Source: an optimization exercise on an open RTL-to-GDS flow (aim: small area). Production flows keep margins and buffers that such runs may drop. At most, simulation tests tie the RTL to the original design; equivalence was not proved. No functional check of the RTL was part of runs 4 and 5. No activity file was given, so power comes from the tool's default toggle rates.

==> flow/design.v <==
module nib_rom (
    input  wire [3:0] v,
    output reg  [5:0] code
);
    always @(*) begin
        case (v)
            4'h0: code = 6'h0B;
            4'h1: code = 6'h0D;
            4'h2: code = 6'h13;
            4'h3: code = 6'h15;
            4'h4: code = 6'h16;
            4'h5: code = 6'h19;
            4'h6: code = 6'h1A;
            4'h7: code = 6'h23;
            4'h8: code = 6'h25;
            4'h9: code = 6'h26;
            4'hA: code = 6'h29;
            4'hB: code = 6'h2A;
            4'hC: code = 6'h2C;
            4'hD: code = 6'h31;
            4'hE: code = 6'h32;
            default: code = 6'h34;
        endcase
    end
endmodule
module ir_tx (
    input  wire       clk,
    input  wire       rst,
    input  wire       start,       
    input  wire       proto,       
    input  wire [9:0] len,
    input  wire [7:0] p,
    input  wire [7:0] h,
    input  wire [3:0] npre,
    input  wire       pre_aa,
    output wire [9:0] addr,
    input  wire [7:0] rdata,
    output reg        busy,
    output wire       line,
    output reg        done
);
    reg       pb;        
    reg       aa;        
    reg [7:0] cfg;       
    reg [7:0] cnt;       
    reg [1:0] u;         
    reg [2:0] pos;       
    reg       hsel;      
    reg [9:0] ptr;       
    reg [9:0] last;      
    wire unit_end = (cnt == cfg);
    wire at_last  = (ptr == last);
    wire       pre  = ptr[9];
    wire       verb = ~ptr[9] & (ptr[8:2] == 7'd0);
    wire       enc  = ~pre & ~verb;
    wire [5:0] code;
    nib_rom u_rom (.v(hsel ? rdata[3:0] : rdata[7:4]), .code(code));
    wire [7:0] word  = enc ? {code, 2'b00} : rdata;
    wire       bit_a = rdata[~pos];
    wire       bit_b = pre ? ~(aa ^ pos[0]) : word[pos];
    reg [1:0] last_u;
    always @(*) begin
        if (pb)
            last_u = 2'd1;
        else if (!hsel)
            last_u = at_last ? 2'd2 : 2'd0;
        else
            last_u = (!at_last && bit_a) ? 2'd3 : 2'd0;
    end
    wire seg_end = unit_end & (u == last_u);
    wire nib_end_b  = enc ? (pos == 3'd2) : (pos == 3'd0);
    wire byte_end_b = nib_end_b & (~enc | hsel);
    wire finish = seg_end & (pb ? (byte_end_b & at_last) : (hsel & at_last));
    wire [9:0] n_a = len[9] ? 10'd512 : len;
    assign addr = ptr;
    assign line = busy & (pb ? ~bit_b : ~hsel);
    always @(posedge clk) begin
        if (rst) begin
            busy <= 1'b0;
            done <= 1'b0;
        end else begin
            done <= busy & finish;
            if (start)
                busy <= 1'b1;
            else if (finish)
                busy <= 1'b0;
        end
    end
    always @(posedge clk) begin
        if (start) begin
            pb   <= proto;
            aa   <= pre_aa;
            cfg  <= proto ? h : p;
            cnt  <= 8'd1;
            u    <= 2'd0;
            pos  <= 3'd7;
            hsel <= 1'b0;
            ptr  <= proto ? 10'd0 - {6'd0, npre} : 10'd0;
            last <= proto ? {2'b00, len[7:1] - 7'd1, 1'b1} : n_a;
        end else begin
            cnt <= unit_end ? 8'd1 : cnt + 8'd1;
            if (unit_end)
                u <= seg_end ? 2'd0 : u + 2'd1;
            if (seg_end) begin
                if (!pb) begin
                    hsel <= ~hsel;
                    if (hsel) begin
                        pos <= pos - 3'd1;
                        if (pos == 3'd0)
                            ptr <= ptr + 10'd1;
                    end
                end else begin
                    pos <= nib_end_b ? 3'd7 : pos - 3'd1;
                    if (nib_end_b) begin
                        hsel <= enc & ~hsel;
                        if (byte_end_b)
                            ptr <= ptr + 10'd1;
                    end
                end
            end
        end
    end
endmodule
module ir_rx (
    input  wire       clk,
    input  wire       rst,
    input  wire       rearm,       
    input  wire       pin,
    input  wire       clear,       
    input  wire [3:0] rd_idx,
    output wire [7:0] rd_data,
    output wire [3:0] buf_len,
    output reg        active,
    output wire       boot_jump,
    output reg        booted
);
    reg        pin_prev;
    reg [11:0] tmr;
    reg [11:0] ref_len;
    reg        part;
    reg [2:0]  rx_bits;
    reg [3:0]  rx_idx;
    reg [3:0]  rx_len;
    reg [79:0] chain;         
    wire fall = pin_prev & ~pin;
    wire rise = ~pin_prev & pin;
    wire take = (fall | rise) & ~booted & (rx_len == 4'd0);
    wire over     = {1'b0, tmr} > {ref_len, 1'b0};
    wire have_ref = (ref_len != 12'd0);
    wire bit_in   = have_ref & over;
    wire shift    = take & fall & have_ref;
    wire room     = ~(rx_idx[3] & rx_idx[1]);    
    wire store    = shift & room;
    wire partial  = (rx_bits != 3'd0);
    wire boot_match = (rx_idx == 4'd4) &&
                      ((partial ? chain[39:8] : chain[31:0]) == 32'h424F4F54);
    wire [3:0] rpos = rx_len + ~rd_idx + {3'd0, part};    
    assign rd_data = rpos[3] ? (rpos[0] ? chain[79:72] : chain[71:64])
                             : chain[{rpos[2:0], 3'b000} +: 8];
    assign buf_len = rx_len;
    assign boot_jump = booted & rx_idx[2];
    always @(posedge clk) begin
        if (rst)
            pin_prev <= 1'b1;
        else
            pin_prev <= pin;
    end
    always @(posedge clk) begin
        if (rst || rearm) begin
            tmr       <= 12'd0;
            ref_len   <= 12'd0;
            rx_bits   <= 3'd0;
            rx_idx    <= 4'd0;
            rx_len    <= 4'd0;
            active    <= 1'b0;
            booted    <= 1'b0;
        end else begin
            if (booted)
                rx_idx <= 4'd0;
            if (clear && !booted)
                rx_len <= 4'd0;
            if (take) begin
                tmr <= 12'd1;
                if (fall) begin
                    active <= 1'b1;
                    if (have_ref) begin
                        rx_bits <= rx_bits + 3'd1;
                        if (rx_bits == 3'd7 && room)
                            rx_idx <= rx_idx + 4'd1;
                    end
                end else if (have_ref && over) begin
                    rx_bits <= 3'd0;
                    part    <= partial & room;
                    if (boot_match) begin
                        booted <= 1'b1;
                        active <= 1'b0;
                    end else begin
                        rx_idx <= 4'd0;
                        rx_len <= rx_idx;
                    end
                end else begin
                    ref_len <= tmr;
                end
            end else begin
                tmr <= tmr + 12'd1;
                if (tmr == 12'hFFF && !booted) begin
                    ref_len <= 12'd0;
                    rx_bits <= 3'd0;
                    rx_idx  <= 4'd0;
                    active  <= 1'b0;
                end
            end
        end
    end
    always @(posedge clk) begin
        if (store) begin
            chain[7:0] <= {bit_in, chain[7:1]};
            if (!partial)
                chain[79:8] <= chain[71:0];
        end
    end
endmodule
module irlink (
    input  wire       clk,
    input  wire       rst,
    input  wire       tx_start,
    input  wire       tx_proto,    
    input  wire [9:0] tx_len,
    input  wire [7:0] cfg_p,
    input  wire [7:0] cfg_h,
    input  wire [3:0] cfg_npre,
    input  wire       cfg_pre_aa,
    output wire [9:0] tx_addr,
    input  wire [7:0] tx_rdata,
    output wire       tx_busy,
    output wire       tx_line,
    output wire       tx_done,
    output reg  [1:0] tx_err,
    input  wire       rx_pin,
    input  wire       rx_rearm,
    input  wire       rx_clear,
    input  wire [3:0] rx_rd_idx,
    output wire [7:0] rx_rd_data,
    output wire [3:0] rx_len,
    output wire       rx_active,
    output wire       boot_jump,
    output wire       booted
);
    localparam [1:0] ST_OK    = 2'd0;
    localparam [1:0] ST_ALIGN = 2'd1;
    localparam [1:0] ST_CAP   = 2'd2;
    localparam [1:0] ST_TRUNC = 2'd3;
    wire [8:0] hn      = tx_len[9:1];
    wire       b_short = (tx_len[9:2] == 8'd0);
    wire       b_odd   = tx_len[0];
    wire       b_big   = (hn >= 9'd87) ||
                         (hn == 9'd86 && cfg_npre > 4'd0) ||
                         (hn == 9'd85 && cfg_npre > 4'd3) ||
                         (hn == 9'd84 && cfg_npre > 4'd6) ||
                         (hn == 9'd83 && cfg_npre > 4'd9) ||
                         (hn == 9'd82 && cfg_npre > 4'd12);
    wire accept = tx_start & ~tx_busy;
    wire go     = accept & (~tx_proto | ~(b_short | b_odd | b_big));
    ir_tx u_tx (
        .clk(clk), .rst(rst), .start(go), .proto(tx_proto), .len(tx_len),
        .p(cfg_p), .h(cfg_h), .npre(cfg_npre), .pre_aa(cfg_pre_aa),
        .addr(tx_addr), .rdata(tx_rdata),
        .busy(tx_busy), .line(tx_line), .done(tx_done)
    );
    always @(posedge clk) begin
        if (rst) begin
            tx_err <= ST_OK;
        end else if (accept) begin
            if (!tx_proto)
                tx_err <= (tx_len[9] && tx_len[8:0] != 9'd0) ? ST_TRUNC : ST_OK;
            else if (b_short || b_odd)
                tx_err <= ST_ALIGN;
            else if (b_big)
                tx_err <= ST_CAP;
            else
                tx_err <= ST_OK;
        end
    end
    ir_rx u_rx (
        .clk(clk), .rst(rst), .rearm(rx_rearm), .pin(rx_pin),
        .clear(rx_clear), .rd_idx(rx_rd_idx), .rd_data(rx_rd_data),
        .buf_len(rx_len), .active(rx_active),
        .boot_jump(boot_jump), .booted(booted)
    );
endmodule
==> flow/run.sh <==
#!/bin/bash
# synth_recipe.tcl (not shown) runs the flow's synth.tcl, then flattens the netlist and writes it again
# the make line also repeats each setting of config.mk as NAME=value (left out here)
make -C /OpenROAD-flow-scripts/flow DESIGN_CONFIG=/design/flow/config.mk WORK_HOME=/design/flow/orfs CLKGATE_MAP_FILE= SYNTH_SCRIPT=/design/flow/synth_recipe.tcl finish
==> flow/config.mk <==
export PLATFORM = sky130hd
export DESIGN_NAME = irlink
export DESIGN_NICKNAME = irlink
export VERILOG_FILES = /design/flow/design.v
export SDC_FILE = /design/flow/constraint.sdc
export NUM_CORES = 4
export LEC_CHECK = 0
export CAP_MARGIN = 20
export CORE_MARGIN = 2
export CORE_UTILIZATION = 70
export CTS_BUF_LIST = sky130_fd_sc_hd__clkbuf_8
export PLACE_DENSITY = 0.85
export SLEW_MARGIN = 20
==> flow/constraint.sdc <==
create_clock -name core_clock -period 10.0 [get_ports {clk}]
set_input_delay 2.0000 -clock core_clock [delete_from_list [all_inputs] [get_ports {clk}]]
set_output_delay 2.0000 -clock core_clock [all_outputs]
set_load 0.01 [all_outputs]
==> run_results.csv, run 1 <==
group,metric,value,unit
routing,finalWirelength,19000,um
yosys,synth_cell_types,65,
floorplanning,pin_count,80,
cts,cts-resized-gates,0,
timing,min_period,7330,ps
routing,routedWlPerCell,18.7,um
yosys,synth_seq_cells,167,
finish,num-nets-final,927,
timing,worst_skew,12.5,ps
timing,min_period_over_period,0.733,
power_and_ir_drop,tot_pwr,1.48,mW
cts,cts.root.buffer_cell,"sky130_fd_sc_hd__clkbuf_8",
routing,routed-via-count,6493,
floorplanning,floorplan.die.width,115,um
routing,vias_per_cell,6.38,
yosys,yosys_warnings,4,
yosys,synth_area,8680,um2
yosys,ys_top_cells_by_area,"sky130_fd_sc_hd__edfxtp_1, sky130_fd_sc_hd__dfxtp_1, sky130_fd_sc_hd__ha_1",
setup_path,worst-setup-path-type,"in -> out",
timing,finalHoldViolCount,0,
yosys,synth_sequential_area_ratio,0.513,
global_route,antenna_found_initial,0,
outcome,run_status,"timing/DRC/antenna clean",
global_route,grt_pass1_vias,6313,
floorplanning,die_area,13300,um2
cts,ctsHoldBuffers,0,
timing,hold_slack,455,ps
global_route,gr-total-overflow,0,
floorplanning,rows,40,
yosys,dominantRegCellSynth,"sky130_fd_sc_hd__edfxtp_1",
worst_hold_path,worst_hold_path_type,"reg -> reg",
power_and_ir_drop,worst_ir_drop_vdd,96.7,uV
cts,worst_skew_pair.late_latency,470,ps
power_and_ir_drop,leakage,3.52,nW
finish,syn_to_final_growth,15.6,%
setup_path,crit_arrival,5330,ps
routing,antenna_left,0,
cts,clk_transition_reported_paths,90,ps
yosys,yosysTopAreaCell,"sky130_fd_sc_hd__edfxtp_1",
yosys,yosys.area.top_type_share,0.384,
routing,drt-initial-drc-count,736,
setup_path,worst_setup_path_start_kind,"input port",
floorplanning,die-height,115,um
cts,cts_tree,"yes",
yosys,syn_nets,855,
global_route,gr-usage-all-layers,0.299,
power_and_ir_drop,power.density_cell_area,148,nW/um2
setup_path,cp_cell_sequence,"clkdlybuf4s50_1 > mux2i_2 > inv_1 > ha_1 > inv_1 > mux4_2 > mux4_2 > a31oi_1 > nor2_1 > nor3_1 > clkdlybuf4s50_1",
setup_path,cp_max_fo,7,
timing,report.final.setup_viol,0,
flow_run,maxCapViolations,0,
timing,fmax,0.136,GHz
setup_path,cp-end-kind,"output pin",
yosys,synth_async_sr_flop_share,0,
yosys,post_synth_edffs,111,
yosys,syn-instance-count,765,
timing,rsz0062_at_grt,"false",
finish,n_diodes,0,
floorplanning,initial_core_util,0.720,
routing,drc_errors,0,
place,area_after_dpl,9580,um2
timing,timing.final.max_slew_violations,0,
routing,first_pass_iters,6,
timing,timing.slew.headroom,0.353,
floorplanning,core_region_area,12100,um2
finish,drive_gt1_frac,0.0976,
cts,htree_levels,4,
place,detailedPlacementHpwl,13400,um
global_route,grt_pass1_wl,30700,um
cts,tritoncts_num_sinks,167,
timing,fin_tns_setup,0,ps
place,count_of_buffers_from_port_buffering,79,
yosys,syn_avg_cell_area,11.3,um2
setup_path,slowest_delay,580,ps
place,gp_congestion,0.887,
cts,cts_inserted_buffers,17,
cts,cts_max_path_buffers,2,
setup_path,crit_slowest_cell,"sky130_fd_sc_hd__clkdlybuf4s50_1",
setup_path,critPathRequiredTime,8000,ps
global_route,grt_start_max_net_pins,73,
cts,post_cts.repair.setup_buffers,0,
timing,max_slew.worst_pin.slew,967,ps
finish,postLayoutCellArea,10000,um2
-- sequential cells by signal, summed over array words and instances, names as in the netlist --
register,cells
u_rx.chain,80
u_rx.ref_len,12
u_rx.tmr,12
u_tx.last,10
u_tx.ptr,10
u_tx.cfg,8
u_tx.cnt,8
u_rx.rx_idx,4
u_rx.rx_len,4
u_rx.rx_bits,3
u_tx.pos,3
tx_err,2
u_tx.u,2
u_rx.active,1
u_rx.booted,1
u_rx.part,1
u_rx.pin_prev,1
u_tx.aa,1
u_tx.busy,1
u_tx.done,1
u_tx.hsel,1
u_tx.pb,1
-- kinds of logic (layout without fill, tap and decap cells) --
family | after synthesis | after routing | share of synthesized area
AND/OR/NAND/NOR | 229 | 229 | 0.139
flip-flops | 167 | 167 | 0.513
AO/OA/AOI/OAI | 144 | 144 | 0.104
buffers and inverters | 80 | 165 | 0.0378
XOR/XNOR | 54 | 54 | 0.0545
multiplexers | 51 | 51 | 0.0927
adder cells (fa/ha/maj) | 40 | 40 | 0.0594
-- layout make-up --
class	count	area, um2
tap	168	210
clock inverter	15	211
inverter	50	188
sequential	167	4450
timing repair buffer	83	821
fill	689	2030
clock buffer	17	234
multi-input combinational	518	3910
-- cell usage in the layout, fill, tap and decap left out, drive strengths merged, types with 5 or more instances in the layout --
cell	n
edfxtp	111
clkdlybuf4s50	79
a21oi	61
inv	57
dfxtp	56
nor2	48
nand2	46
ha	38
nand3	34
xnor2	28
xor2	26
o21ai	22
mux4	21
nand4	18
clkbuf	17
mux2i	17
a211oi	16
nor2b	13
mux2	13
nor3	11
nor4	10
a31oi	8
nand2b	7
and3	7
and4	6
and2	5
-- report_power, final --
| group | internal (mW) | total [mW] | switching [mW] | leakage [nW] |
|---|---|---|---|---|
| sequential | 0.752 | 0.776 | 0.0233 | 1.47 |
| clock | 0.278 | 0.537 | 0.260 | 0.223 |
| combinational | 0.0839 | 0.170 | 0.0858 | 1.83 |
| total | 1.11 | 1.48 | 0.369 | 3.52 |
-- per-layer routing --
metal,GRT usage,vias up,wire length (um)
met2,0.496,352,9530
met1,0.384,3106,7740
met4,0.108,0,420
li1,-,2979,-
met3,0.0743,56,1360
met5,0,-,0
-- metrics by stage --
step | util | cells | setup slack, ps
detailed placement | 0.794 | 986 | 2690
global placement | 0.793 | 986 | 2790
finish | 0.831 | 1018 | 2670
floorplan | - | 765 | 3870
global route | 0.831 | 1018 | 2470
CTS | 0.831 | 1018 | 2670
-- synthesized netlist by cell type (13+ instances only) --
library cell                 n
sky130_fd_sc_hd__edfxtp_1  111
sky130_fd_sc_hd__a21oi_1    61
sky130_fd_sc_hd__dfxtp_1    56
sky130_fd_sc_hd__inv_1      48
sky130_fd_sc_hd__nor2_1     48
sky130_fd_sc_hd__nand2_1    46
sky130_fd_sc_hd__ha_1       38
sky130_fd_sc_hd__nand3_1    34
sky130_fd_sc_hd__xnor2_1    28
sky130_fd_sc_hd__xor2_1     26
sky130_fd_sc_hd__mux4_2     21
sky130_fd_sc_hd__clkbuf_1   20
sky130_fd_sc_hd__nand4_1    18
sky130_fd_sc_hd__o21ai_0    18
sky130_fd_sc_hd__a211oi_1   16
sky130_fd_sc_hd__mux2i_1    14
sky130_fd_sc_hd__nor2b_1    13
-- worst max-delay path: cells and delay by family --
family / cells / cell delay (ps)
AO/OA/AOI/OAI: 1 / 180
adder cells (fa/ha/maj): 1 / 320
buffers and inverters: 4 / 1220
multiplexers: 3 / 1320
AND/OR/NAND/NOR: 2 / 300
-- worst paths after layout --
check | startpoint | endpoint | slack, ps | cells after the start
worst max-delay path | tx_rdata[5] | tx_line | 2670 | 11
worst min-delay path | u_rx.chain[48]$_DFFE_PP_ | u_rx.chain[56]$_DFFE_PP_ | 460 | 0
worst min register to register | u_rx.chain[48]$_DFFE_PP_ | u_rx.chain[56]$_DFFE_PP_ | 460 | 0
worst max register to register | u_tx.ptr[9]$_DFFE_PP_ | u_tx.ptr[0]$_DFFE_PP_ | 6740 | 7
==> run 2, diff against run 1 <==
==> flow/flow/run.sh (new file) <==
#!/bin/bash
# Own layout flow: the standard flow (standard.sh, unchanged synthesis,
# floorplan, power grid, placement, routing), with two ORFS settings that
# only change which cells some steps insert:
#  - port buffers are sky130_fd_sc_hd__buf_1 (buffer_ports -buffer_cell)
#  - clock tree synthesis uses clkbuf_8 buffers and no dummy loads
# The whole make run's output goes to standard.log; ORFS keeps each step's
# own log under orfs/logs/.
set -euo pipefail
export BUFFER_PORTS_ARGS="-buffer_cell sky130_fd_sc_hd__buf_1"
export CTS_ARGS="-sink_clustering_enable -repair_clock_nets -dont_use_dummy_load -buf_list sky130_fd_sc_hd__clkbuf_8"
bash standard.sh > standard.log 2>&1
==> flow/standard.sh (new file) <==
#!/bin/bash
# synth_recipe.tcl (not shown) runs the flow's synth.tcl, then flattens the netlist and writes it again
# the make line also repeats each setting of config.mk as NAME=value (left out here)
make -C /OpenROAD-flow-scripts/flow DESIGN_CONFIG=/design/flow/config.mk WORK_HOME=/design/flow/orfs CLKGATE_MAP_FILE= SYNTH_SCRIPT=/design/flow/synth_recipe.tcl "${@:-finish}"
--- a/flow/config.mk
+++ b/flow/config.mk
@@ -7,7 +7,5 @@
 export LEC_CHECK = 0
 export CAP_MARGIN = 20
 export CORE_MARGIN = 2
-export CORE_UTILIZATION = 70
-export CTS_BUF_LIST = sky130_fd_sc_hd__clkbuf_8
-export PLACE_DENSITY = 0.85
+export CORE_UTILIZATION = 40
 export SLEW_MARGIN = 20
removed: flow/run.sh
==> run 2 against run 1 <==
Sequential cell count is the same. Still clean. Final area decreased by 5.7%. Via count down 6.7%. Hold slack worse by 26 ps. Die area up 72%. Clock skew grew 25 ps. Largest power group unchanged.
==> run_results.csv, run 2 <==
group,metric,value,unit
outcome,run_status,"timing/DRC/antenna clean",
finish,fillerInstances,1987,
cts,htree_levels,4,
flow_run,maxCapViolations,0,
global_route,antenna_found_initial,0,
setup_path,cp_max_fo,7,
timing,hold_slack,429,ps
setup_path,cp-end-kind,"output pin",
cts,cts_tree,"yes",
yosys,post_synth_edffs,111,
yosys,synth_area,8680,um2
routing,met2WireLength,8340,um
cts,post_cts.repair.setup_buffers,0,
yosys,syn_avg_cell_area,11.3,um2
cts,cts-resized-gates,0,
cts,clk_transition_reported_paths,110,ps
yosys,syn-instance-count,765,
yosys,ys_top_cells_by_area,"sky130_fd_sc_hd__edfxtp_1, sky130_fd_sc_hd__dfxtp_1, sky130_fd_sc_hd__ha_1",
yosys,yosys_warnings,4,
timing,rsz0062_at_grt,"false",
timing,fin_tns_setup,0,ps
finish,commonest_non_fill_non_tap_cell_in_the_layout,"sky130_fd_sc_hd__edfxtp_1",
finish,drive_gt1_frac,0.0813,
routing,finalWirelength,18500,um
finish,reg_top3,"u_rx.chain: 80 flops, u_rx.ref_len: 12 flops, u_rx.tmr: 12 flops",
timing,fmax,0.154,GHz
finish,final_cells,1111,
timing,report.final.setup_viol,0,
global_route,grt_start_max_net_pins,73,
cts,ctsHoldBuffers,0,
timing,min_period,6480,ps
floorplanning,core_region_area,21200,um2
yosys,yosysMostFrequentCell,"sky130_fd_sc_hd__edfxtp_1",
power_and_ir_drop,leakage,3.20,nW
finish,largest_register_ff_count,80,
place,detailedPlacementHpwl,13100,um
place,area_after_dpl,9220,um2
power_and_ir_drop,power.density_cell_area,136,nW/um2
worst_hold_path,worst_hold_path_type,"reg -> reg",
routing,antenna_left,0,
timing,min_period_over_period,0.648,
yosys,synth_seq_cells,167,
cts,cts.root.buffer_cell,"sky130_fd_sc_hd__clkbuf_8",
cts,tritoncts_num_sinks,167,
setup_path,worst_setup_path_start_kind,"input port",
setup_path,critPathRequiredTime,8000,ps
finish,highest_count_cells_in_the_layout_ignoring_fill_and_taps,"sky130_fd_sc_hd__edfxtp_1, sky130_fd_sc_hd__buf_1, sky130_fd_sc_hd__a21oi_1, sky130_fd_sc_hd__dfxtp_1",
routing,routedWlPerCell,16.7,um
global_route,grt_pass1_vias,5825,
finish,postLayoutCellArea,9450,um2
cts,cts_inserted_buffers,17,
place,dp.cells,1094,
finish,syn_to_final_growth,8.94,%
cts,cts_max_path_buffers,2,
timing,finalHoldViolCount,0,
setup_path,worst-setup-path-type,"in -> out",
yosys,yosys.area.top_type_share,0.384,
floorplanning,floorplan.die.width,151,um
global_route,grt_pass1_wl,30200,um
routing,routedLengthMet1,9270,um
global_route,gr-total-overflow,0,
place,gp_congestion,0.801,
floorplanning,die-height,151,um
routing,routed-via-count,6061,
floorplanning,rows,53,
yosys,synth_async_sr_flop_share,0,
yosys,dominantRegCellSynth,"sky130_fd_sc_hd__edfxtp_1",
finish,n_diodes,0,
floorplanning,pin_count,80,
global_route,gr-usage-all-layers,0.168,
place,count_of_buffers_from_port_buffering,79,
yosys,syn_nets,855,
floorplanning,initial_core_util,0.410,
timing,timing.slew.headroom,0.263,
yosys,yosysTopAreaCell,"sky130_fd_sc_hd__edfxtp_1",
finish,num-nets-final,928,
yosys,synth.cells.most_frequent,"sky130_fd_sc_hd__edfxtp_1, sky130_fd_sc_hd__a21oi_1, sky130_fd_sc_hd__dfxtp_1",
routing,vias_per_cell,5.46,
power_and_ir_drop,worst_ir_drop_vdd,64.8,uV
routing,drc_errors,0,
routing,first_pass_iters,6,
cts,worst_skew_pair.late_latency,470,ps
routing,drt-initial-drc-count,423,
timing,max_slew.worst_pin.slew,1100,ps
floorplanning,die_area,22900,um2
routing,length_of_routed_met3_wiring,683,um
routing,highest-signal-layer,"met4",
yosys,synth_cell_types,65,
finish,largest_register,"u_rx.chain",
yosys,synth_sequential_area_ratio,0.513,
timing,worst_skew,37.1,ps
timing,timing.final.max_slew_violations,0,
setup_path,crit_arrival,4480,ps
-- run 2: cell counts after synthesis --
Identical to the previous run, type by type.
-- run 2: logic make-up (layout without fill, tap and decap cells) --
group	count (synthesis)	after routing	synth area share
and+or+nand+nor	229	229	0.139
DFF	167	167	0.513
AOI/OAI and AO/OA	144	144	0.104
buffers and inverters	80	151	0.0378
xor gates and xnor gates	54	54	0.0545
muxes	51	51	0.0927
adders and majority gates	40	40	0.0594
-- run 2: final timing paths --
check	end	startpoint	cells past startpoint	slack, ps
worst max-delay path	tx_line	tx_rdata[5]	11	3520
worst min-delay path	u_rx.chain[49]$_DFFE_PP_	u_rx.chain[41]$_DFFE_PP_	0	430
worst max register to register	u_tx.ptr[6]$_DFFE_PP_	u_tx.ptr[9]$_DFFE_PP_	7	6680
worst min register to register	u_rx.chain[49]$_DFFE_PP_	u_rx.chain[41]$_DFFE_PP_	0	430
-- run 2: power by group --
| part | switching, mW | leakage, nW | internal [mW] |
|---|---|---|---|
| registers | 0.0254 | 1.47 | 0.753 |
| logic | 0.0828 | 1.62 | 0.0630 |
| clock network | 0.209 | 0.122 | 0.150 |
| total | 0.317 | 3.20 | 0.966 |
-- run 2: area by class of cell --
type,instances,area (um2),share of cell area
multi-input combinational,518,3900,0.413
tap,275,344,0.0364
sequential,167,4450,0.471
inverter,50,188,0.0199
clock buffer,17,234,0.0247
timing repair buffer,84,334,0.0353
-- run 2: worst max-delay path, stage by stage --
cell and delay [ps]:
sky130_fd_sc_hd__buf_1 110, sky130_fd_sc_hd__mux2i_2 370, sky130_fd_sc_hd__inv_1 130, sky130_fd_sc_hd__ha_1 320
sky130_fd_sc_hd__inv_1 40, sky130_fd_sc_hd__mux4_2 450, sky130_fd_sc_hd__mux4_2 480, sky130_fd_sc_hd__a31oi_1 180
sky130_fd_sc_hd__nor2_1 60, sky130_fd_sc_hd__nor3_1 170, sky130_fd_sc_hd__buf_1 170
-- run 2: through the flow --
stage	worst slack (ps)	power, mW	util
floorplan	3870	0.891	-
global placement	3580	0.938	0.436
detailed placement	3550	0.940	0.436
CTS	3530	1.30	0.447
global route	3380	1.35	0.447
finish	3520	1.28	0.447
-- run 2: per-layer routing --
metal	global-route usage	vias up
met5	0	-
met4	0.0444	0
met3	0.0349	26
met2	0.255	135
met1	0.244	2908
li1	-	2992
==> run 3, diff against run 2 <==
--- a/flow/flow/run.sh
+++ b/flow/flow/run.sh
@@ -8,5 +8,5 @@
 # own log under orfs/logs/.
 set -euo pipefail
 export BUFFER_PORTS_ARGS="-buffer_cell sky130_fd_sc_hd__buf_1"
-export CTS_ARGS="-sink_clustering_enable -repair_clock_nets -dont_use_dummy_load -buf_list sky130_fd_sc_hd__clkbuf_8"
+export CTS_ARGS="-sink_clustering_enable -repair_clock_nets -dont_use_dummy_load -buf_list sky130_fd_sc_hd__clkbuf_16 -sink_clustering_size 40 -sink_clustering_max_diameter 200"
 bash standard.sh > standard.log 2>&1
==> run 3 against run 2 <==
Still clean on timing, DRC and antenna. Clock skew is 12 ps lower. Worst setup slack got worse by 15 ps. Utilization grew 0.91 points. Highest routed layer unchanged.
==> run_results.csv, run 3 <==
group,metric,value,unit
routing,antenna_left,0,
global_route,antenna_found_initial,0,
place,area_after_dpl,9220,um2
setup_path,worst-setup-path-type,"in -> out",
global_route,grt_start_max_net_pins,73,
routing,length_of_routed_met3_wiring,695,um
setup_path,worst_r2r_startpoint,"u_tx.ptr[9]$_DFFE_PP_",
global_route,grt_pass1_vias,5838,
cts,cts_max_path_buffers,2,
floorplanning,floorplan.die.width,151,um
worst_hold_path,hold_depth,0,
cts,tritoncts_num_sinks,167,
place,gp_congestion,0.801,
floorplanning,core_region_area,21200,um2
timing,rsz0062_at_grt,"false",
timing,fin_tns_setup,0,ps
floorplanning,pin_count,80,
yosys,dominantRegCellSynth,"sky130_fd_sc_hd__edfxtp_1",
finish,postLayoutCellArea,9650,um2
timing,min_period_over_period,0.650,
finish,reg_top3,"u_rx.chain: 80 flops, u_rx.ref_len: 12 flops, u_rx.tmr: 12 flops",
yosys,synth.cells.most_frequent,"sky130_fd_sc_hd__edfxtp_1, sky130_fd_sc_hd__a21oi_1, sky130_fd_sc_hd__dfxtp_1",
yosys,synth_seq_cells,167,
yosys,yosys_warnings,4,
yosys,yosysMostFrequentCell,"sky130_fd_sc_hd__edfxtp_1",
finish,num-nets-final,928,
outcome,run_status,"timing/DRC/antenna clean",
timing,report.final.setup_viol,0,
setup_path,top_cell_family_by_delay_on_the_critical_path,"multiplexers",
routing,vias_per_cell,5.44,
finish,commonest_non_fill_non_tap_cell_in_the_layout,"sky130_fd_sc_hd__edfxtp_1",
timing,max_slew.worst_pin.slew,1090,ps
cts,clk_transition_reported_paths,80,ps
routing,routedLengthMet1,9180,um
yosys,syn_nets,855,
setup_path,critPathRequiredTime,8000,ps
setup_path,cp_cell_sequence,"buf_1 > mux2i_2 > inv_1 > ha_1 > inv_1 > mux4_2 > mux4_2 > a31oi_1 > nor2_1 > nor3_1 > buf_1",
floorplanning,die_area,22900,um2
flow_run,maxCapViolations,0,
timing,min_period,6500,ps
setup_path,slowest_delay,490,ps
yosys,synth_sequential_area_ratio,0.513,
yosys,ys_top_cells_by_area,"sky130_fd_sc_hd__edfxtp_1, sky130_fd_sc_hd__dfxtp_1, sky130_fd_sc_hd__ha_1",
timing,timing.final.max_slew_violations,0,
setup_path,cp_max_fo,7,
place,count_of_buffers_from_port_buffering,79,
floorplanning,rows,53,
cts,htree_levels,4,
timing,worst_skew,25.1,ps
cts,worst_skew_pair.late_latency,430,ps
routing,routed-via-count,6048,
cts,ctsHoldBuffers,0,
cts,post_cts.repair.setup_buffers,0,
worst_hold_path,holdPathEnd,"u_rx.chain[49]$_DFFE_PP_",
setup_path,worst_setup_path_start_kind,"input port",
setup_path,r2r.worst_path.cells,7,
power_and_ir_drop,power.density_cell_area,150,nW/um2
finish,fillerInstances,1986,
yosys,post_synth_edffs,111,
global_route,grt_pass1_wl,30300,um
setup_path,worst_setup_path_startpoint,"tx_rdata[5]",
finish,seq_area,4450,um2
timing,finalHoldViolCount,0,
place,detailedPlacementHpwl,13100,um
finish,drive_gt1_frac,0.0813,
cts,cts-resized-gates,0,
power_and_ir_drop,leakage,3.29,nW
floorplanning,die-height,151,um
setup_path,crit_arrival,4500,ps
setup_path,critical_path_buf_inv_count,4,
setup_path,reg2reg_slack,6680,ps
routing,highest-signal-layer,"met4",
yosys,synth_area,8680,um2
yosys,syn-instance-count,765,
setup_path,crit_slowest_cell,"sky130_fd_sc_hd__mux4_2",
routing,first_pass_iters,4,
routing,drt-initial-drc-count,415,
finish,highest_count_cells_in_the_layout_ignoring_fill_and_taps,"sky130_fd_sc_hd__edfxtp_1, sky130_fd_sc_hd__buf_1, sky130_fd_sc_hd__a21oi_1, sky130_fd_sc_hd__dfxtp_1",
routing,met2WireLength,8400,um
finish,largest_register_ff_count,80,
cts,cts_tree,"yes",
floorplanning,initial_core_util,0.410,
yosys,syn_avg_cell_area,11.3,um2
timing,fmax,0.154,GHz
timing,timing.slew.headroom,0.272,
global_route,gr-usage-all-layers,0.168,
cts,cts_inserted_buffers,17,
yosys,synth_async_sr_flop_share,0,
finish,largest_register,"u_rx.chain",
global_route,gr-total-overflow,0,
routing,drc_errors,0,
worst_hold_path,worst_hold_startpoint,"u_rx.chain[41]$_DFFE_PP_",
yosys,yosys.area.top_type_share,0.384,
routing,routedWlPerCell,16.6,um
power_and_ir_drop,worst_ir_drop_vdd,81.6,uV
routing,finalWirelength,18500,um
finish,multiInputGateArea,3900,um2
yosys,yosysTopAreaCell,"sky130_fd_sc_hd__edfxtp_1",
cts,cts.root.buffer_cell,"sky130_fd_sc_hd__clkbuf_16",
finish,n_diodes,0,
yosys,synth_cell_types,65,
worst_hold_path,worst_hold_path_type,"reg -> reg",
setup_path,regToRegEndpoint,"u_tx.ptr[6]$_DFFE_PP_",
setup_path,cp-end-kind,"output pin",
finish,syn_to_final_growth,11.1,%
[run 3: power by group]
part	total, mW	leakage [nW]	internal (mW)	switching [mW]
Combinational	0.146	1.62	0.0630	0.0829
Sequential	0.780	1.47	0.754	0.0256
Clock	0.523	0.209	0.295	0.228
[run 3: cells by family after synthesis]
family | Yosys count | synth area share
buffers and inverters | 80 | 0.0378
adders and majority gates | 40 | 0.0594
and+or+nand+nor | 229 | 0.139
AOI/OAI and AO/OA | 144 | 0.104
DFF | 167 | 0.513
muxes | 51 | 0.0927
xor gates and xnor gates | 54 | 0.0545
[run 3: routing by layer]
layer / track usage / vias up
met5: 0 / -
met2: 0.257 / 128
li1: - / 2996
met1: 0.245 / 2901
met4: 0.0458 / 0
met3: 0.0325 / 23
[run 3: layout make-up]
class,instances,share of cell area
clock buffer,17,0.0441
inverter,50,0.0195
multi-input combinational,518,0.404
sequential,167,0.462
tap,275,0.0357
timing repair buffer,84,0.0346
[run 3: how the worst max path moves through the flow]
stage | to | cells past startpoint | slack [ps]
finish | tx_line | 11 | 3500
global placement | tx_line | 11 | 3580
CTS | tx_line | 11 | 3530
detailed placement | tx_line | 11 | 3550
global route | tx_line | 11 | 3380
floorplan | tx_line | 9 | 3870
[run 3: per-stage QoR]
stage	std cells	total power, mW	hold slack, ps	worst slack, ps	utilization
floorplan	765	0.891	421	3870	-
global placement	1094	0.938	427	3580	0.436
detailed placement	1094	0.940	429	3550	0.436
CTS	1111	1.47	428	3530	0.456
global route	1111	1.51	439	3380	0.456
finish	1111	1.45	430	3500	0.456
==> run 4, diff against run 3 <==
--- a/flow/design.v
+++ b/flow/design.v
@@ -50,14 +50,14 @@
     reg [9:0] last;      
     wire unit_end = (cnt == cfg);
     wire at_last  = (ptr == last);
+    wire bit_a = rdata[pos];
     wire       pre  = ptr[9];
     wire       verb = ~ptr[9] & (ptr[8:2] == 7'd0);
-    wire       enc  = ~pre & ~verb;
     wire [5:0] code;
     nib_rom u_rom (.v(hsel ? rdata[3:0] : rdata[7:4]), .code(code));
-    wire [7:0] word  = enc ? {code, 2'b00} : rdata;
-    wire       bit_a = rdata[~pos];
-    wire       bit_b = pre ? ~(aa ^ pos[0]) : word[pos];
+    wire bit_b = pre  ? (aa ^ pos[0]) :
+                 verb ? rdata[~pos] :
+                        code[3'd5 - pos];
     reg [1:0] last_u;
     always @(*) begin
         if (pb)
@@ -68,8 +68,7 @@
             last_u = (!at_last && bit_a) ? 2'd3 : 2'd0;
     end
     wire seg_end = unit_end & (u == last_u);
-    wire nib_end_b  = enc ? (pos == 3'd2) : (pos == 3'd0);
-    wire byte_end_b = nib_end_b & (~enc | hsel);
+    wire byte_end_b = (pre | verb) ? (pos == 3'd7) : (hsel & (pos == 3'd5));
     wire finish = seg_end & (pb ? (byte_end_b & at_last) : (hsel & at_last));
     wire [9:0] n_a = len[9] ? 10'd512 : len;
     assign addr = ptr;
@@ -93,7 +92,7 @@
             cfg  <= proto ? h : p;
             cnt  <= 8'd1;
             u    <= 2'd0;
-            pos  <= 3'd7;
+            pos  <= 3'd0;
             hsel <= 1'b0;
             ptr  <= proto ? 10'd0 - {6'd0, npre} : 10'd0;
             last <= proto ? {2'b00, len[7:1] - 7'd1, 1'b1} : n_a;
@@ -105,17 +104,19 @@
                 if (!pb) begin
                     hsel <= ~hsel;
                     if (hsel) begin
-                        pos <= pos - 3'd1;
-                        if (pos == 3'd0)
+                        pos <= pos + 3'd1;
+                        if (pos == 3'd7)
                             ptr <= ptr + 10'd1;
                     end
+                end else if (byte_end_b) begin
+                    pos  <= 3'd0;
+                    hsel <= 1'b0;
+                    ptr  <= ptr + 10'd1;
+                end else if (!pre && !verb && pos == 3'd5) begin
+                    pos  <= 3'd0;
+                    hsel <= 1'b1;
                 end else begin
-                    pos <= nib_end_b ? 3'd7 : pos - 3'd1;
-                    if (nib_end_b) begin
-                        hsel <= enc & ~hsel;
-                        if (byte_end_b)
-                            ptr <= ptr + 10'd1;
-                    end
+                    pos <= pos + 3'd1;
                 end
             end
         end
@@ -131,7 +132,7 @@
     output wire [7:0] rd_data,
     output wire [3:0] buf_len,
     output reg        active,
-    output wire       boot_jump,
+    output reg        boot_jump,
     output reg        booted
 );
     reg        pin_prev;
@@ -158,7 +159,6 @@
     assign rd_data = rpos[3] ? (rpos[0] ? chain[79:72] : chain[71:64])
                              : chain[{rpos[2:0], 3'b000} +: 8];
     assign buf_len = rx_len;
-    assign boot_jump = booted & rx_idx[2];
     always @(posedge clk) begin
         if (rst)
             pin_prev <= 1'b1;
@@ -173,10 +173,10 @@
             rx_idx    <= 4'd0;
             rx_len    <= 4'd0;
             active    <= 1'b0;
+            boot_jump <= 1'b0;
             booted    <= 1'b0;
         end else begin
-            if (booted)
-                rx_idx <= 4'd0;
+            boot_jump <= 1'b0;
             if (clear && !booted)
                 rx_len <= 4'd0;
             if (take) begin
@@ -189,13 +189,14 @@
                             rx_idx <= rx_idx + 4'd1;
                     end
                 end else if (have_ref && over) begin
+                    rx_idx  <= 4'd0;
                     rx_bits <= 3'd0;
                     part    <= partial & room;
                     if (boot_match) begin
-                        booted <= 1'b1;
-                        active <= 1'b0;
+                        booted    <= 1'b1;
+                        boot_jump <= 1'b1;
+                        active    <= 1'b0;
                     end else begin
-                        rx_idx <= 4'd0;
                         rx_len <= rx_idx;
                     end
                 end else begin
==> flow/run.sh (new file) <==
#!/bin/bash
# synth_recipe.tcl (not shown) runs the flow's synth.tcl, then flattens the netlist and writes it again
# the make line also repeats each setting of config.mk as NAME=value (left out here)
make -C /OpenROAD-flow-scripts/flow DESIGN_CONFIG=/design/flow/config.mk WORK_HOME=/design/flow/orfs CLKGATE_MAP_FILE= SYNTH_SCRIPT=/design/flow/synth_recipe.tcl finish
--- a/flow/config.mk
+++ b/flow/config.mk
@@ -8,4 +8,5 @@
 export CAP_MARGIN = 20
 export CORE_MARGIN = 2
 export CORE_UTILIZATION = 40
+export CTS_BUF_LIST = sky130_fd_sc_hd__clkbuf_8
 export SLEW_MARGIN = 20
removed: flow/flow/run.sh
removed: flow/standard.sh
==> run 4 against run 3 <==
Still clean on timing, DRC and antenna. Non-clock buffer count fell by 1. Sequential power barely moved. Utilization increased by 1.6 points. Global-route usage down 1.1 points. Sequential share of layout area decreased by 2.3 points. Die area is 0.73% higher. Count of clock-buffer cells in the layout stayed put. Routed wire length is 2.8% lower. Critical endpoint is now rx_rd_data[5].
==> run_results.csv, run 4 <==
group,metric,value,unit
yosys,synth_seq_cells,168,
finish,largest_register,"u_rx.chain",
timing,fmax,0.142,GHz
worst_hold_path,worst_hold_startpoint,"u_rx.chain[49]$_DFFE_PP_",
worst_hold_path,worst_hold_path_type,"reg -> reg",
timing,timing.slew.headroom,0.317,
setup_path,worst_setup_path_startpoint,"rx_rd_idx[0]",
setup_path,cpMostUsedCell,"sky130_fd_sc_hd__clkdlybuf4s50_1",
floorplanning,die_area,23100,um2
floorplanning,rows,54,
setup_path,worst_setup_path_start_kind,"input port",
finish,highest_count_cells_in_the_layout_ignoring_fill_and_taps,"sky130_fd_sc_hd__edfxtp_1, sky130_fd_sc_hd__clkdlybuf4s50_1, sky130_fd_sc_hd__dfxtp_1, sky130_fd_sc_hd__nand2_1, sky130_fd_sc_hd__nor2_1",
floorplanning,pin_count,80,
finish,reg_top3,"u_rx.chain: 80 flops, u_rx.ref_len: 12 flops, u_rx.tmr: 12 flops",
finish,largest_register_ff_count,80,
timing,fin_tns_setup,0,ps
setup_path,cp_max_fo,16,
timing,worst_skew,20.9,ps
power_and_ir_drop,tot_pwr,1.44,mW
yosys,post_synth_edffs,111,
finish,postLayoutCellArea,10200,um2
power_and_ir_drop,worst_ir_drop_vdd,68.8,uV
finish,fillerInstances,2028,
power_and_ir_drop,power.density_cell_area,142,nW/um2
finish,syn_to_final_growth,16.6,%
setup_path,critPathRequiredTime,8000,ps
power_and_ir_drop,clock_power_share,0.351,
floorplanning,initial_core_util,0.404,
outcome,run_status,"timing/DRC/antenna clean",
timing,max_slew.worst_pin.slew,1020,ps
global_route,gr-usage-all-layers,0.157,
power_and_ir_drop,netSwitchingFraction,0.283,
global_route,antenna_found_initial,0,
finish,num-nets-final,922,
cts,htree_levels,4,
yosys,synth_async_sr_flop_share,0,
timing,min_period,7040,ps
power_and_ir_drop,sequentialPowerShare,0.539,
yosys,yosysTopAreaCell,"sky130_fd_sc_hd__edfxtp_1",
setup_path,worst-setup-path-type,"in -> out",
setup_path,cp_cell_sequence,"clkdlybuf4s50_1 > fa_2 > fa_1 > mux4_2 > mux2i_1 > a21oi_1 > clkdlybuf4s50_1",
cts,cts_max_path_buffers,2,
cts,post_cts.repair.setup_buffers,0,
place,gp_congestion,0.830,
routing,routed-via-count,5895,
timing,hold_slack,453,ps
cts,worst_skew_pair.late_latency,480,ps
floorplanning,core_region_area,21600,um2
place,detailedPlacementHpwl,12800,um
yosys,dominantRegCellSynth,"sky130_fd_sc_hd__edfxtp_1",
setup_path,crit_slowest_cell,"sky130_fd_sc_hd__fa_1",
yosys,synth_area,8740,um2
routing,routedWlPerCell,16.0,um
power_and_ir_drop,leakage,3.60,nW
setup_path,worst_r2r_startpoint,"u_rx.pin_prev$_SDFF_PP1_",
power_and_ir_drop,p_switching,408,uW
yosys,synth_sequential_area_ratio,0.512,
global_route,grt_pass1_wl,29800,um
setup_path,crit_arrival,5040,ps
yosys,syn-instance-count,761,
timing,min_period_over_period,0.704,
yosys,syn_nets,852,
finish,n_diodes,0,
yosys,syn_avg_cell_area,11.5,um2
yosys,yosys_warnings,4,
power_and_ir_drop,p_int,1.04,mW
routing,antenna_left,0,
global_route,gr-total-overflow,0,
cts,ctsHoldBuffers,0,
setup_path,slowest_delay,970,ps
cts,tritoncts_num_sinks,168,
timing,timing.final.max_slew_violations,0,
yosys,synth.cells.most_frequent,"sky130_fd_sc_hd__edfxtp_1, sky130_fd_sc_hd__dfxtp_1, sky130_fd_sc_hd__nand2_1",
routing,drc_errors,0,
routing,drt-initial-drc-count,381,
floorplanning,die-height,152,um
finish,commonest_non_fill_non_tap_cell_in_the_layout,"sky130_fd_sc_hd__edfxtp_1",
timing,report.final.setup_viol,0,
routing,vias_per_cell,5.24,
cts,clk_transition_reported_paths,120,ps
routing,first_pass_iters,4,
place,count_of_buffers_from_port_buffering,79,
yosys,yosysMostFrequentCell,"sky130_fd_sc_hd__edfxtp_1",
flow_run,maxCapViolations,0,
power_and_ir_drop,power.share.combinational,0.110,
cts,cts_inserted_buffers,17,
timing,finalHoldViolCount,0,
routing,finalWirelength,18000,um
cts,cts.root.buffer_cell,"sky130_fd_sc_hd__clkbuf_8",
cts,cts-resized-gates,0,
cts,cts_tree,"yes",
setup_path,cp-end-kind,"output pin",
timing,rsz0062_at_grt,"false",
global_route,grt_pass1_vias,5678,
yosys,yosys.area.top_type_share,0.381,
global_route,grt_start_max_net_pins,73,
place,area_after_dpl,9750,um2
finish,drive_gt1_frac,0.105,
yosys,ys_top_cells_by_area,"sky130_fd_sc_hd__edfxtp_1, sky130_fd_sc_hd__dfxtp_1, sky130_fd_sc_hd__ha_1",
floorplanning,floorplan.die.width,152,um
yosys,synth_cell_types,68,
## run 4: cell type report
class / instances / area, um2 / area share
Clock buffer: 17 / 234 / 0.0229
Clock inverter: 15 / 199 / 0.0195
Inverter: 42 / 158 / 0.0155
Multi-Input combinational cell: 519 / 3960 / 0.388
Sequential cell: 168 / 4470 / 0.439
Tap cell: 280 / 350 / 0.0344
Timing Repair Buffer: 83 / 821 / 0.0805
## run 4: path summary, 6_finish.rpt
path	to	slack [ps]	cells after the start
worst max register to register	u_rx.chain[44]$_DFFE_PP_	7150	6
worst min-delay path	u_rx.chain[57]$_DFFE_PP_	450	0
worst min register to register	u_rx.chain[57]$_DFFE_PP_	450	0
worst max-delay path	rx_rd_data[5]	2960	7
## run 4: cell families after synthesis
| kind of cell | share of synthesized area |
|---|---|
| buf+inv | 0.0375 |
| flops | 0.512 |
| simple gates | 0.152 |
| mux | 0.0944 |
| xor+xnor | 0.0531 |
| compound gates | 0.0909 |
| fa+ha+maj | 0.0604 |
## run 4: critical path: cells and delay by family
family / cells / cell delay [ps]
adders and majority gates: 2 / 1390
buffers and inverters: 2 / 950
muxes: 2 / 590
AOI/OAI and AO/OA: 1 / 90
## run 4: metal layers
| layer | vias to the layer above | share of wire | global-route usage |
|---|---|---|---|
| li1 | 2951 | - | - |
| met1 | 2847 | 0.50 | 0.229 |
| met3 | 16 | 0.028 | 0.0262 |
| met5 | - | 0 | 0 |
| met4 | 0 | 0.013 | 0.0494 |
| met2 | 81 | 0.46 | 0.241 |
## run 4: through the flow
step | worst slack, ps | instances | utilization
after global placement | 2940 | 1092 | 0.451
final | 2960 | 1124 | 0.472
after floorplan | 3890 | 761 | -
after detailed placement | 2840 | 1092 | 0.451
after CTS | 2830 | 1124 | 0.471
after global routing | 2770 | 1124 | 0.472
## run 4: power by group through the flow
stage | clock [mW] | combinational, mW | sequential [mW]
floorplan | 0 | 0.103 | 0.788
global placement | 0 | 0.158 | 0.794
detailed placement | 0 | 0.160 | 0.795
CTS | 0.521 | 0.161 | 0.779
global route | 0.547 | 0.178 | 0.782
finish | 0.506 | 0.159 | 0.779
==> run 5, diff against run 4 <==
--- a/flow/design.v
+++ b/flow/design.v
@@ -138,7 +138,7 @@
     reg        pin_prev;
     reg [11:0] tmr;
     reg [11:0] ref_len;
-    reg        part;
+    reg [6:0]  sh;
     reg [2:0]  rx_bits;
     reg [3:0]  rx_idx;
     reg [3:0]  rx_len;
@@ -151,11 +151,10 @@
     wire bit_in   = have_ref & over;
     wire shift    = take & fall & have_ref;
     wire room     = ~(rx_idx[3] & rx_idx[1]);    
-    wire store    = shift & room;
-    wire partial  = (rx_bits != 3'd0);
+    wire push     = shift & (rx_bits == 3'd7) & room;
     wire boot_match = (rx_idx == 4'd4) &&
-                      ((partial ? chain[39:8] : chain[31:0]) == 32'h424F4F54);
-    wire [3:0] rpos = rx_len + ~rd_idx + {3'd0, part};    
+                      (chain[31:0] == 32'h424F4F54);
+    wire [3:0] rpos = rx_len + ~rd_idx;           
     assign rd_data = rpos[3] ? (rpos[0] ? chain[79:72] : chain[71:64])
                              : chain[{rpos[2:0], 3'b000} +: 8];
     assign buf_len = rx_len;
@@ -191,7 +190,6 @@
                 end else if (have_ref && over) begin
                     rx_idx  <= 4'd0;
                     rx_bits <= 3'd0;
-                    part    <= partial & room;
                     if (boot_match) begin
                         booted    <= 1'b1;
                         boot_jump <= 1'b1;
@@ -214,11 +212,10 @@
         end
     end
     always @(posedge clk) begin
-        if (store) begin
-            chain[7:0] <= {bit_in, chain[7:1]};
-            if (!partial)
-                chain[79:8] <= chain[71:0];
-        end
+        if (shift)
+            sh <= {bit_in, sh[6:1]};
+        if (push)
+            chain <= {chain[71:0], bit_in, sh};
     end
 endmodule
 module irlink (
--- a/flow/config.mk
+++ b/flow/config.mk
@@ -8,5 +8,4 @@
 export CAP_MARGIN = 20
 export CORE_MARGIN = 2
 export CORE_UTILIZATION = 40
-export CTS_BUF_LIST = sky130_fd_sc_hd__clkbuf_8
 export SLEW_MARGIN = 20
==> run 5 against run 4 <==
Still clean on timing, DRC and antenna. Sequential share of layout area up 0.67 points. Combinational power is 4% lower. Clock power is 29% higher. Non-clock buffer count grew 1. Worst setup slack barely moved. Utilization grew 1.0 points. Sequential power is 3.2% higher. Routed wire length is 3.3% lower.
==> run_results.csv, run 5 <==
group,metric,value,unit
yosys,syn-instance-count,749,
routing,length_of_routed_met3_wiring,438,um
cts,cts_inserted_buffers,17,
global_route,grt_start_max_net_pins,81,
yosys,yosysMostFrequentCell,"sky130_fd_sc_hd__edfxtp_1",
yosys,post_synth_edffs,117,
setup_path,worst_setup_path_start_kind,"input port",
yosys,synth_area,8790,um2
cts,htree_levels,4,
routing,finalWirelength,17400,um
outcome,run_status,"timing/DRC/antenna clean",
global_route,gr-usage-all-layers,0.157,
cts,cts.root.buffer_cell,"sky130_fd_sc_hd__clkbuf_16",
power_and_ir_drop,p_int,1.20,mW
timing,worst_slack,2960,ps
setup_path,cp-end-kind,"output pin",
cts,tritoncts_num_sinks,174,
setup_path,crit_arrival,5040,ps
power_and_ir_drop,worst_ir_drop_vdd,102,uV
power_and_ir_drop,p_switching,411,uW
timing,finalHoldViolCount,0,
global_route,gr-total-overflow,0,
yosys,dominantRegCellSynth,"sky130_fd_sc_hd__edfxtp_1",
worst_hold_path,worst_hold_path_type,"reg -> reg",
finish,syn_to_final_growth,18.8,%
setup_path,cp_cell_sequence,"clkdlybuf4s50_1 > inv_1 > ha_1 > fa_1 > mux4_2 > mux2_2 > nor2_1 > a21oi_1 > clkdlybuf4s50_1",
setup_path,cpMostUsedCell,"sky130_fd_sc_hd__clkdlybuf4s50_1",
timing,min_period_over_period,0.704,
timing,hold_slack,435,ps
timing,rsz0062_at_grt,"false",
finish,final_cells,1117,
floorplanning,rows,54,
finish,n_diodes,0,
finish,num-nets-final,914,
routing,first_pass_iters,4,
global_route,antenna_found_initial,0,
routing,met2WireLength,7970,um
place,gp_congestion,0.825,
place,post-place-ws,2930,ps
yosys,yosysTopAreaCell,"sky130_fd_sc_hd__edfxtp_1",
timing,max_slew.worst_pin.slew,986,ps
timing,fmax,0.142,GHz
power_and_ir_drop,sequentialPowerShare,0.500,
finish,seq_area,4650,um2
place,dp.cells,1085,
finish,highest_count_cells_in_the_layout_ignoring_fill_and_taps,"sky130_fd_sc_hd__edfxtp_1, sky130_fd_sc_hd__clkdlybuf4s50_1, sky130_fd_sc_hd__dfxtp_1, sky130_fd_sc_hd__nor2_1, sky130_fd_sc_hd__ha_1",
timing,worst_skew,15.4,ps
yosys,ys_top_cells_by_area,"sky130_fd_sc_hd__edfxtp_1, sky130_fd_sc_hd__dfxtp_1, sky130_fd_sc_hd__ha_1",
setup_path,critPathRequiredTime,8000,ps
yosys,synth_sequential_area_ratio,0.529,
floorplanning,die-height,152,um
yosys,synth.cells.most_frequent,"sky130_fd_sc_hd__edfxtp_1, sky130_fd_sc_hd__dfxtp_1, sky130_fd_sc_hd__nor2_1",
setup_path,critical_path_buf_inv_count,3,
finish,largest_register,"u_rx.chain",
cts,worst_skew_pair.late_latency,430,ps
power_and_ir_drop,leakage,3.67,nW
global_route,grt_pass1_vias,5809,
timing,timing.final.max_slew_violations,0,
power_and_ir_drop,power.share.combinational,0.095,
yosys,yosys.area.top_type_share,0.400,
routing,drt-initial-drc-count,303,
routing,routedLengthMet1,8700,um
place,detailedPlacementHpwl,12300,um
yosys,synth_async_sr_flop_share,0,
routing,antenna_left,0,
power_and_ir_drop,netSwitchingFraction,0.256,
finish,largest_register_ff_count,80,
routing,drc_errors,0,
cts,clk_transition_reported_paths,70,ps
routing,routed-via-count,5912,
timing,report.final.setup_viol,0,
power_and_ir_drop,power.density_cell_area,154,nW/um2
finish,commonest_non_fill_non_tap_cell_in_the_layout,"sky130_fd_sc_hd__edfxtp_1",
cts,post_cts.repair.setup_buffers,0,
place,count_of_buffers_from_port_buffering,79,
yosys,synth_cell_types,68,
yosys,synth_seq_cells,174,
finish,reg_top3,"u_rx.chain: 80 flops, u_rx.ref_len: 12 flops, u_rx.tmr: 12 flops",
finish,multiInputGateArea,3890,um2
routing,highest-signal-layer,"met4",
timing,fin_tns_setup,0,ps
power_and_ir_drop,clock_power_share,0.405,
cts,ctsHoldBuffers,0,
cts,cts_max_path_buffers,2,
setup_path,worst-setup-path-type,"in -> out",
floorplanning,die_area,23200,um2
floorplanning,pin_count,80,
global_route,grt_pass1_wl,29700,um
routing,vias_per_cell,5.29,
timing,timing.slew.headroom,0.339,
power_and_ir_drop,tot_pwr,1.61,mW
floorplanning,floorplan.die.width,152,um
setup_path,cp_max_fo,16,
finish,fillerInstances,1990,
finish,drive_gt1_frac,0.104,
cts,cts-resized-gates,0,
setup_path,top_cell_family_by_delay_on_the_critical_path,"adder cells",
yosys,syn_nets,839,
routing,routedWlPerCell,15.6,um
cts,cts_tree,"yes",
floorplanning,initial_core_util,0.405,
floorplanning,core_region_area,21700,um2
yosys,yosys_warnings,4,
setup_path,crit_slowest_cell,"sky130_fd_sc_hd__fa_1",
setup_path,slowest_delay,1000,ps
flow_run,maxCapViolations,0,
yosys,syn_avg_cell_area,11.7,um2
timing,min_period,7040,ps
## run 5: final timing paths
kind                                                endpoint  depth (start not counted)  slack, ps              startpoint
worst max register to register  u_rx.ref_len[1]$_SDFFE_PP0P_                          9       6730  u_rx.tmr[2]$_SDFF_PP0_
worst min register to register       u_rx.chain[0]$_DFFE_PP_                          0        440    u_rx.sh[0]$_DFFE_PP_
worst max-delay path                           rx_rd_data[6]                          9       2960            rx_rd_idx[0]
worst min-delay path                 u_rx.chain[0]$_DFFE_PP_                          0        440    u_rx.sh[0]$_DFFE_PP_
## run 5: layer usage
| metal | vias to the layer above | global-route usage |
|---|---|---|
| met5 | - | 0 |
| met4 | 0 | 0.0570 |
| met3 | 19 | 0.0267 |
| met2 | 88 | 0.243 |
| met1 | 2830 | 0.221 |
| li1 | 2975 | - |
## run 5: layout make-up
type / instances / area share
repair buffers: 84 / 0.0793
clock inverters: 14 / 0.0152
clock buffers: 18 / 0.0411
inverters: 36 / 0.0129
flip-flops and latches: 174 / 0.446
well taps: 280 / 0.0335
multi-input cells: 511 / 0.372
## run 5: cell families (layout without fill, tap and decap cells)
logic type	count (synthesis)	in the layout	share of synthesized area
adders and majority gates	40	40	0.0578
xor gates and xnor gates	51	51	0.0508
muxes	48	48	0.0857
AOI/OAI and AO/OA	150	150	0.113
buffers and inverters	64	152	0.0292
DFF	174	174	0.529
and+or+nand+nor	222	222	0.135
## run 5: worst reg2reg max path, delay by kind of cell, from the launching register on
family | cells | cell delay, ps
simple gates | 2 | 900
flops | 1 | 450
buf+inv | 1 | 320
fa+ha+maj | 1 | 280
compound gates | 5 | 1270
## run 5: power by group through the flow
| stage | sequential [mW] | combinational (mW) | clock (mW) |
|---|---|---|---|
| CTS | 0.804 | 0.154 | 0.670 |
| finish | 0.804 | 0.153 | 0.651 |
| floorplan | 0.814 | 0.0971 | 0 |
| global placement | 0.820 | 0.151 | 0 |
| detailed placement | 0.820 | 0.153 | 0 |
| global route | 0.806 | 0.172 | 0.699 |
## run 5: stage by stage
stage | cell area, um2 | utilization
after floorplan | 8790 | -
after detailed placement | 9860 | 0.454
after CTS | 10400 | 0.482
final | 10400 | 0.482
after global placement | 9860 | 0.454
after global routing | 10400 | 0.482

==> afterwards: timing with drivers on the ports <==
The results above use ideal ports. As a check the final layouts listed here were re-extracted and re-timed, cells and wires unchanged. Step 1, drivers: a clkbuf_16 drives clk and a buf_2 each remaining input, both assumed. Step 2 adds t to the input delays and takes it off the output delays; t is the mean of the earliest and latest rising clock arrival at the registers after step 1. Input paths then give back, and output paths get back, about the clock's delay inside the block. a / b / c = ideal ports / drivers / drivers and shift; a / b = the first two.
run	t, ns	setup slack, ns	worst hold slack (ns)	clock arrival spread, ns	slew at the worst register clock pin (ns)
run 1	0.500	2.667 / 2.644 / 2.644	0.455 / 0.455 / 0.455	0.014 / 0.014	0.09 / 0.09
run 2	0.482	3.517 / 3.498 / 3.498	0.429 / 0.429 / 0.429	0.047 / 0.047	0.11 / 0.11
run 3	0.457	3.502 / 3.483 / 3.483	0.430 / 0.430 / 0.430	0.031 / 0.032	0.08 / 0.08
run 4	0.506	2.964 / 2.942 / 2.942	0.453 / 0.453 / 0.453	0.027 / 0.026	0.12 / 0.12
run 5	0.470	2.964 / 2.941 / 2.941	0.435 / 0.435 / 0.435	0.016 / 0.015	0.08 / 0.08
After both steps every run listed still meets setup and hold.
